Source: an optimization exercise on an open RTL-to-GDS flow (aim: small area, a short achievable clock period and few clock cycles). Production flows keep margins and buffers that such runs may drop.
In this exercise RTL edits were held to simulation tests only and were not proved equivalent to the original.
Power is estimated from default activity; no workload was simulated.

Setup of run 5:
## lz77_encoder
module lz77_encoder (
    input  wire       clk,
    input  wire       rst,           
    input  wire       wr_en,
    input  wire [5:0] wr_addr,
    input  wire [7:0] wr_data,
    input  wire       start,
    input  wire [6:0] len,           
    input  wire [6:0] window,        
    output wire       ready,
    output wire       tok_valid,
    output wire [5:0] tok_offset,
    output wire [5:0] tok_length,
    output wire       tok_has_lit,
    output wire [7:0] tok_literal,
    output wire       done
);
Size in the first run: ~2,000 cells after synthesis, about 660 flip-flops, roughly 56 I/O pins, about 23,000 um2 of cells after synthesis.
==> module lz77_encoder, before the edit <==
module lz77_encoder (
    input  wire       clk,
    input  wire       rst,           
    input  wire       wr_en,
    input  wire [5:0] wr_addr,
    input  wire [7:0] wr_data,
    input  wire       start,
    input  wire [6:0] len,           
    input  wire [6:0] window,        
    output wire       ready,
    output wire       tok_valid,
    output wire [5:0] tok_offset,
    output wire [5:0] tok_length,
    output wire       tok_has_lit,
    output wire [7:0] tok_literal,
    output wire       done
);
    reg  [511:0] ring;       
    reg  [5:0]   rot;        
    reg          p_valid;
    reg  [5:0]   p_addr;
    reg  [7:0]   p_data;
    reg          ready_r;
    reg          busy;       
    reg          align;      
    reg  [6:0]   w;          
    reg  [6:0]   rem;        
    reg  [5:0]   run;        
    reg  [6:0]   wm;         
    reg  [63:1]  hit;        
    reg  [5:0]   best;       
    reg          run_lt_w;   
    reg          o_valid;
    reg  [5:0]   o_offset;
    reg  [5:0]   o_length;
    reg          o_has_lit;
    reg  [7:0]   o_literal;
    reg          o_done;
    wire [7:0] slot0 = ring[7:0];
    wire [7:0] slot1 = ring[15:8];
    wire acc_w   = wr_en && ready_r;
    wire direct  = acc_w && (wr_addr == rot);
    wire p_drain = p_valid && (p_addr == rot);
    wire acc_s   = start && ready_r;
    wire first_i = acc_s && (len != 7'd0) && (rot == 6'd0);   
    wire first_a = align && (rot == 6'd0);                    
    wire proc   = busy && !align;
    wire [6:0] wsel = busy ? w : window;
    wire k_lt_n = (rem != 7'd0);
    wire k_last = (rem[6:1] == 6'd0);           
    wire ext    = (|hit) && run_lt_w && k_lt_n;
    wire fin    = proc && !ext && k_last;       
    wire [63:1] win;
    genvar g;
    assign win[1] = proc ? (wm != 7'd0) : (wsel != 7'd0);
    generate
        for (g = 2; g < 64; g = g + 1) begin : g_win
            assign win[g] = proc && (wm >= g);
        end
    endgenerate
    wire [63:1] cand = (proc && ext) ? hit : win;
    reg  [5:0] hit_max;
    integer q;
    always @(*) begin
        hit_max = 6'd0;
        for (q = 1; q < 64; q = q + 1)
            if (hit[q]) hit_max = q[5:0];
    end
    wire [63:1] eq_nxt;
    assign eq_nxt[1] = (slot0 == slot1);
    generate
        for (g = 2; g < 64; g = g + 1) begin : g_cmp
            assign eq_nxt[g] = (ring[8*(65-g) +: 8] == slot1);
        end
    endgenerate
    wire [7:0] ring_in = direct ? wr_data : (p_drain ? p_data : slot0);
    always @(posedge clk) begin
        ring <= {ring_in, ring[511:8]};
        if (acc_w) begin
            p_addr <= wr_addr;
            p_data <= wr_data;
        end
    end
    wire busy_nxt = busy ? !(fin || (first_a && rem == 7'd1))
                         : (acc_s && len != 7'd0 && !(first_i && len == 7'd1));
    wire p_nxt    = (acc_w && !direct) || (p_valid && !p_drain);
    always @(posedge clk) begin
        if (rst) begin
            busy    <= 1'b0;
            align   <= 1'b0;
            p_valid <= 1'b0;
            ready_r <= 1'b1;
            rot     <= 6'd0;
            o_valid <= 1'b0;
            o_done  <= 1'b0;
        end else begin
            busy    <= busy_nxt;
            p_valid <= p_nxt;
            ready_r <= !busy_nxt && !p_nxt;
            if (!busy_nxt && (busy || acc_s))
                rot <= 6'd63;
            else
                rot <= rot + 6'd1;
            if (!busy) begin
                align   <= acc_s && !first_i;
                o_valid <= first_i;
                o_done  <= acc_s && (len == 7'd0 || (first_i && len == 7'd1));
            end else if (align) begin
                align   <= !first_a;
                o_valid <= first_a;
                o_done  <= first_a && rem == 7'd1;
            end else begin
                o_valid <= !ext;
                o_done  <= fin;
            end
        end
    end
    always @(posedge clk) begin
        hit <= cand & eq_nxt;
        if (!busy) begin
            w   <= window;
            rem <= len - {6'd0, (rot == 6'd0)};
        end
        if (!proc) begin
            o_offset  <= 6'd0;
            o_length  <= 6'd0;
            o_has_lit <= 1'b1;
            o_literal <= slot0;
            if (first_a)
                rem <= rem - 7'd1;
            run       <= 6'd0;
            best      <= 6'd0;
            wm        <= (wsel > 7'd1) ? 7'd2 : wsel;
            run_lt_w  <= (wsel != 7'd0);
        end else begin
            rem       <= rem - 7'd1;
            wm        <= (wm < w) ? wm + 7'd1 : wm;
            o_length  <= run;
            o_offset  <= best;
            o_has_lit <= k_lt_n;
            o_literal <= slot0;
            if (ext) begin
                best     <= hit_max;
                run      <= run + 6'd1;
                run_lt_w <= ({1'b0, run} + 7'd1 < w);
            end else begin
                best     <= 6'd0;
                run      <= 6'd0;
                run_lt_w <= (w != 7'd0);
            end
        end
    end
    assign ready       = ready_r;
    assign tok_valid   = o_valid;
    assign tok_offset  = o_offset;
    assign tok_length  = o_length;
    assign tok_has_lit = o_has_lit;
    assign tok_literal = o_literal;
    assign done        = o_done;
endmodule
==> flow/config.mk <==
export PLATFORM = sky130hd
export DESIGN_NAME = lz77_encoder
export DESIGN_NICKNAME = lz77_encoder
export VERILOG_FILES = /design/flow/design.v
export SDC_FILE = /design/flow/constraint.sdc
export NUM_CORES = 4
export LEC_CHECK = 0
export CAP_MARGIN = 20
export CORE_MARGIN = 2
export CORE_UTILIZATION = 40
export CTS_CLUSTER_DIAMETER = 60
export CTS_CLUSTER_SIZE = 25
export PLACE_DENSITY = 0.6
export SLEW_MARGIN = 20
==> flow/constraint.sdc <==
create_clock -name core_clock -period 10.0 [get_ports {clk}]
set_input_delay 2.0000 -clock core_clock [delete_from_list [all_inputs] [get_ports {clk}]]
set_output_delay 2.0000 -clock core_clock [all_outputs]
set_load 0.01 [all_outputs]
standard.sh (not shown) runs the stock make flow with config.mk's settings and CLKGATE_MAP_FILE= SYNTH_SCRIPT=/design/flow/synth_recipe.tcl, a recipe that flattens the netlist after the stock synthesis.
==> flow/flow/run.sh <==
#!/bin/bash
set -euo pipefail
export SETUP_SLACK_MARGIN=7.0
bash standard.sh > standard.log 2>&1
Testbench counts of run 5, summed over its fixed seeds: cycles 31,866.
### run 5 -> run 2
--- a/flow/design.v
+++ b/flow/design.v
@@ -44,22 +44,19 @@
     wire acc_s   = start && ready_r;
     wire first_i = acc_s && (len != 7'd0) && (rot == 6'd0);   
     wire first_a = align && (rot == 6'd0);                    
     wire proc   = busy && !align;
-    wire [6:0] wsel = busy ? w : window;
     wire k_lt_n = (rem != 7'd0);
     wire k_last = (rem[6:1] == 6'd0);           
     wire ext    = (|hit) && run_lt_w && k_lt_n;
     wire fin    = proc && !ext && k_last;       
     wire [63:1] win;
     genvar g;
-    assign win[1] = proc ? (wm != 7'd0) : (wsel != 7'd0);
     generate
-        for (g = 2; g < 64; g = g + 1) begin : g_win
-            assign win[g] = proc && (wm >= g);
+        for (g = 1; g < 64; g = g + 1) begin : g_win
+            assign win[g] = (wm >= g);
         end
     endgenerate
-    wire [63:1] cand = (proc && ext) ? hit : win;
     reg  [5:0] hit_max;
     integer q;
     always @(*) begin
         hit_max = 6'd0;
@@ -114,10 +111,10 @@
                 o_done  <= fin;
             end
         end
     end
+    wire [6:0] wsel = busy ? w : window;
     always @(posedge clk) begin
-        hit <= cand & eq_nxt;
         if (!busy) begin
             w   <= window;
             rem <= len - {6'd0, (rot == 6'd0)};
         end
@@ -128,24 +125,27 @@
             o_literal <= slot0;
             if (first_a)
                 rem <= rem - 7'd1;
             run       <= 6'd0;
-            best      <= 6'd0;
+            hit       <= {62'd0, (wsel != 7'd0)} & eq_nxt;
+            best      <= 6'd1;
             wm        <= (wsel > 7'd1) ? 7'd2 : wsel;
             run_lt_w  <= (wsel != 7'd0);
         end else begin
             rem       <= rem - 7'd1;
             wm        <= (wm < w) ? wm + 7'd1 : wm;
             o_length  <= run;
-            o_offset  <= best;
+            o_offset  <= (run == 6'd0) ? 6'd0 : best;
             o_has_lit <= k_lt_n;
             o_literal <= slot0;
             if (ext) begin
+                hit      <= hit & eq_nxt;
                 best     <= hit_max;
                 run      <= run + 6'd1;
                 run_lt_w <= ({1'b0, run} + 7'd1 < w);
             end else begin
-                best     <= 6'd0;
+                hit      <= win & eq_nxt;
+                best     <= (wm[6]) ? 6'd63 : wm[5:0];
                 run      <= 6'd0;
                 run_lt_w <= (w != 7'd0);
             end
         end
[summary]
- Sort run 2 and run 5 by final-stage net count asc -> top: run 5
- Run 2 went all the way through synthesis, placement and routing and the layout is clean on timing, DRC and antenna.
- Re count of placed standard cells in the final layout, fillers left out: run 2 and run 5 aren't equal, and the lower value belongs to run 5.
- Against run 5 as the reference, run 2 delivers a higher final area.
- Changes observed in run 2 relative to run 5: number of buffers between clock root and the deepest sink shows no meaningful change; net count of the mapped netlist shows an increase of about 1.6%; minimum clock period shows a reduction of 23 ps; clock network area share shows no meaningful change.
- STATUS global-route wire length before repair: run 2 loses against run 5
- Cmp run 2 and run 5 / post-detailed-routing wire length / higher: run 2
Testbench counts of run 2, summed over its fixed seeds: cycles 31,866.


Another version of the RTL of lz77_encoder (not shown whole).
Size in the first run: roughly 2600 cells after synthesis, roughly 780 flip-flops, about 35000 um2 of cells after synthesis.
==> module lz77_encoder, before the edit <==
module lz77_encoder (
    input  wire       clk,
    input  wire       rst,           
    input  wire       wr_en,
    input  wire [5:0] wr_addr,
    input  wire [7:0] wr_data,
    input  wire       start,
    input  wire [6:0] len,           
    input  wire [6:0] window,        
    output wire       ready,
    output wire       tok_valid,
    output wire [5:0] tok_offset,
    output wire [5:0] tok_length,
    output wire       tok_has_lit,
    output wire [7:0] tok_literal,
    output wire       done
);
    reg  [511:0] mem;        
    reg          busy;
    reg  [6:0]   n;          
    reg  [6:0]   w;          
    reg  [6:0]   k;          
    reg  [6:0]   ra;         
    reg  [7:0]   cb;         
    reg  [7:0]   cl;         
    reg  [63:0]  eq;         
    reg  [5:0]   run;        
    reg  [63:0]  alive;      
    reg  [63:0]  win;        
    reg          run_lt_w;   
    reg          k_lt_n;     
    reg          k_last;     
    reg          o_valid;
    reg  [5:0]   o_offset;
    reg  [5:0]   o_length;
    reg          o_has_lit;
    reg  [7:0]   o_literal;
    reg          o_done;
    assign ready = ~busy;
    genvar g;
    generate
        for (g = 0; g < 64; g = g + 1) begin : g_mem
            always @(posedge clk) begin
                if (wr_en && ready && wr_addr == g)
                    mem[8*g +: 8] <= wr_data;
            end
        end
    endgenerate
    wire [7:0]  cmp_b = busy ? cb : mem[15:8];
    wire [63:0] eq_nxt;
    generate
        for (g = 0; g < 64; g = g + 1) begin : g_cmp
            assign eq_nxt[g] = (mem[8*g +: 8] == cmp_b);
        end
    endgenerate
    wire [63:0] hit = alive & eq;
    wire        ext = (|hit) && run_lt_w && k_lt_n;
    reg  [5:0] first;
    integer q;
    always @(*) begin
        first = 6'd0;
        for (q = 63; q >= 0; q = q - 1)
            if (alive[q]) first = q[5:0];
    end
    wire [6:0] k1 = k + 7'd1;
    wire [6:0] k2 = k + 7'd2;
    always @(posedge clk) begin
        if (rst) begin
            busy    <= 1'b0;
            o_valid <= 1'b0;
            o_done  <= 1'b0;
        end else if (!busy) begin
            o_valid <= start && (len != 7'd0);
            o_done  <= start && (len <= 7'd1);
            busy    <= start && (len > 7'd1);
        end else begin
            o_valid <= ~ext;
            o_done  <= ~ext && k_last;
            if (!ext && k_last) busy <= 1'b0;
        end
    end
    always @(posedge clk) begin
        cb <= mem[8*ra[5:0] +: 8];
        eq <= eq_nxt;
        cl <= busy ? cb : mem[15:8];
        if (!busy) begin
            o_offset  <= 6'd0;
            o_length  <= 6'd0;
            o_has_lit <= 1'b1;
            o_literal <= mem[7:0];
            n         <= len;
            w         <= window;
            k         <= 7'd1;
            ra        <= start ? 7'd3 : 7'd2;
            run       <= 6'd0;
            alive     <= {63'd0, (window != 7'd0)};
            win       <= {62'd0, (window != 7'd0), (window > 7'd1)};
            run_lt_w  <= (window != 7'd0);
            k_lt_n    <= (len > 7'd1);
            k_last    <= (len <= 7'd2);
        end else begin
            k         <= k1;
            ra        <= k + 7'd3;
            k_lt_n    <= (k1 < n);
            k_last    <= (k2 >= n);
            win       <= {win[62:0], (k2 <= w)};
            o_length  <= run;
            o_offset  <= (run == 6'd0) ? 6'd0 : (k[5:0] - first);
            o_has_lit <= k_lt_n;
            o_literal <= cl;
            if (ext) begin
                alive    <= {hit[62:0], 1'b0};
                run      <= run + 6'd1;
                run_lt_w <= ({1'b0, run} + 7'd1 < w);
            end else begin
                alive    <= win;
                run      <= 6'd0;
                run_lt_w <= (w != 7'd0);
            end
        end
    end
    assign tok_valid   = o_valid;
    assign tok_offset  = o_offset;
    assign tok_length  = o_length;
    assign tok_has_lit = o_has_lit;
    assign tok_literal = o_literal;
    assign done        = o_done;
endmodule
export LEC_CHECK = 0
export CAP_MARGIN = 20
export CORE_MARGIN = 2
export CORE_UTILIZATION = 40
export PLACE_DENSITY = 0.6
export SLEW_MARGIN = 20
create_clock -name core_clock -period 10.0 [get_ports {clk}]
run.sh (not shown) runs the stock make flow with config.mk's settings and CLKGATE_MAP_FILE= SYNTH_SCRIPT=/design/flow/synth_recipe.tcl, a recipe that flattens the netlist after the stock synthesis.
Stock flow here: none of the scripts above is used.
Testbench counts at the start, summed over its fixed seeds: cycles 30,550.
==> next run, changes <==
==> flow/design.v (replaced) <==
module lz77_encoder (
    input  wire       clk,
    input  wire       rst,           
    input  wire       wr_en,
    input  wire [5:0] wr_addr,
    input  wire [7:0] wr_data,
    input  wire       start,
    input  wire [6:0] len,           
    input  wire [6:0] window,        
    output wire       ready,
    output wire       tok_valid,
    output wire [5:0] tok_offset,
    output wire [5:0] tok_length,
    output wire       tok_has_lit,
    output wire [7:0] tok_literal,
    output wire       done
);
    reg  [511:0] mem;        
    reg          busy;
    reg  [6:0]   n;          
    reg  [6:0]   w;          
    reg  [6:0]   k;          
    reg  [6:0]   ra;         
    reg  [7:0]   cb;         
    reg  [5:0]   run;        
    reg  [63:0]  alive;      
    reg  [63:0]  win;        
    reg          run_lt_w;   
    reg          k_lt_n;     
    reg          k_last;     
    reg          o_valid;
    reg  [5:0]   o_offset;
    reg  [5:0]   o_length;
    reg          o_has_lit;
    reg  [7:0]   o_literal;
    reg          o_done;
    assign ready = ~busy;
    genvar g;
    generate
        for (g = 0; g < 64; g = g + 1) begin : g_mem
            always @(posedge clk) begin
                if (wr_en && ready && wr_addr == g)
                    mem[8*g +: 8] <= wr_data;
            end
        end
    endgenerate
    wire [63:0] eq;
    generate
        for (g = 0; g < 64; g = g + 1) begin : g_cmp
            assign eq[g] = (mem[8*g +: 8] == cb);
        end
    endgenerate
    wire [63:0] hit = alive & eq;
    wire        ext = (|hit) && run_lt_w && k_lt_n;
    reg  [5:0] first;
    integer q;
    always @(*) begin
        first = 6'd0;
        for (q = 63; q >= 0; q = q - 1)
            if (alive[q]) first = q[5:0];
    end
    wire [6:0] k1 = k + 7'd1;
    wire [6:0] k2 = k + 7'd2;
    always @(posedge clk) begin
        cb <= mem[8*ra[5:0] +: 8];
        if (rst) begin
            busy    <= 1'b0;
            o_valid <= 1'b0;
            o_done  <= 1'b0;
            ra      <= 7'd1;
        end else if (!busy) begin
            o_valid   <= start && (len != 7'd0);
            o_done    <= start;
            o_offset  <= 6'd0;
            o_length  <= 6'd0;
            o_has_lit <= 1'b1;
            o_literal <= mem[7:0];
            n         <= len;
            w         <= window;
            k         <= 7'd1;
            ra        <= 7'd1;
            run       <= 6'd0;
            alive     <= {63'd0, (window != 7'd0)};
            win       <= {62'd0, (window != 7'd0), (window > 7'd1)};
            run_lt_w  <= (window != 7'd0);
            k_lt_n    <= (len > 7'd1);
            k_last    <= (len <= 7'd2);
            if (start && len > 7'd1) begin
                busy   <= 1'b1;
                o_done <= 1'b0;
                ra     <= 7'd2;
            end
        end else begin
            k        <= k1;
            ra       <= k2;
            k_lt_n   <= (k1 < n);
            k_last   <= (k2 >= n);
            win      <= {win[62:0], (k2 <= w)};
            o_valid  <= ~ext;
            o_done   <= ~ext && k_last;
            o_length <= run;
            o_offset <= (run == 6'd0) ? 6'd0 : (k[5:0] - first);
            o_has_lit <= k_lt_n;
            o_literal <= cb;
            if (ext) begin
                alive    <= {hit[62:0], 1'b0};
                run      <= run + 6'd1;
                run_lt_w <= ({1'b0, run} + 7'd1 < w);
            end else begin
                alive    <= win;
                run      <= 6'd0;
                run_lt_w <= (w != 7'd0);
                if (k_last) busy <= 1'b0;
            end
        end
    end
    assign tok_valid   = o_valid;
    assign tok_offset  = o_offset;
    assign tok_length  = o_length;
    assign tok_has_lit = o_has_lit;
    assign tok_literal = o_literal;
    assign done        = o_done;
endmodule
Result:
- hold slack is better by 0.097 ns
- register-to-register slack is worse by 1.4 ns
- final cell count came out lower by 5.1%
- power came out lower by 1.7%
- via count came out lower by 4.7%
- routed wire length came out lower by 2.8%
Testbench counts after the change, summed over its fixed seeds: cycles 30,550.

re-timing with driven ports:
No port has a modelled driver above. Below, the same layouts with a new extraction and two added sets of constraints. Step 1 (the two cells are an assumption about what drives the block):
set clk [get_ports {clk}]
set_driving_cell -lib_cell sky130_fd_sc_hd__clkbuf_16 $clk
set_driving_cell -lib_cell sky130_fd_sc_hd__buf_2 [delete_from_list [all_inputs] $clk]
Step 2, shift: input delay + t, output delay - t, t = (earliest + latest rising clock arrival at the registers) / 2. This alone moves slack from input paths to output paths. Slacks: no drivers / after step 1 / after step 2; pairs: no drivers / after step 1.
run	shift t [ns]	slack for setup (ns)	hold slack, ns	worst setup path at the end	worst data-port slew with drivers (ns)
run 5	0.636	6.955 / 6.895 / 6.450	0.352 / 0.352 / 0.352	input to register	0.05
run 2	0.629	6.978 / 6.918 / 6.484	0.347 / 0.347 / 0.347	input to register	0.05
the first run of note 2	0.691	5.655 / 5.588 / 5.226	0.430 / 0.430 / 0.430	input to register	0.07
the second run of note 2	0.702	5.140 / 5.140 / 5.140	0.527 / 0.527 / 0.527	register to register	0.04
After both steps every run listed still meets setup and hold. For run 5, which loses most, drivers alone change the setup slack by -0.060 ns; drivers and shift together by -0.505 ns.
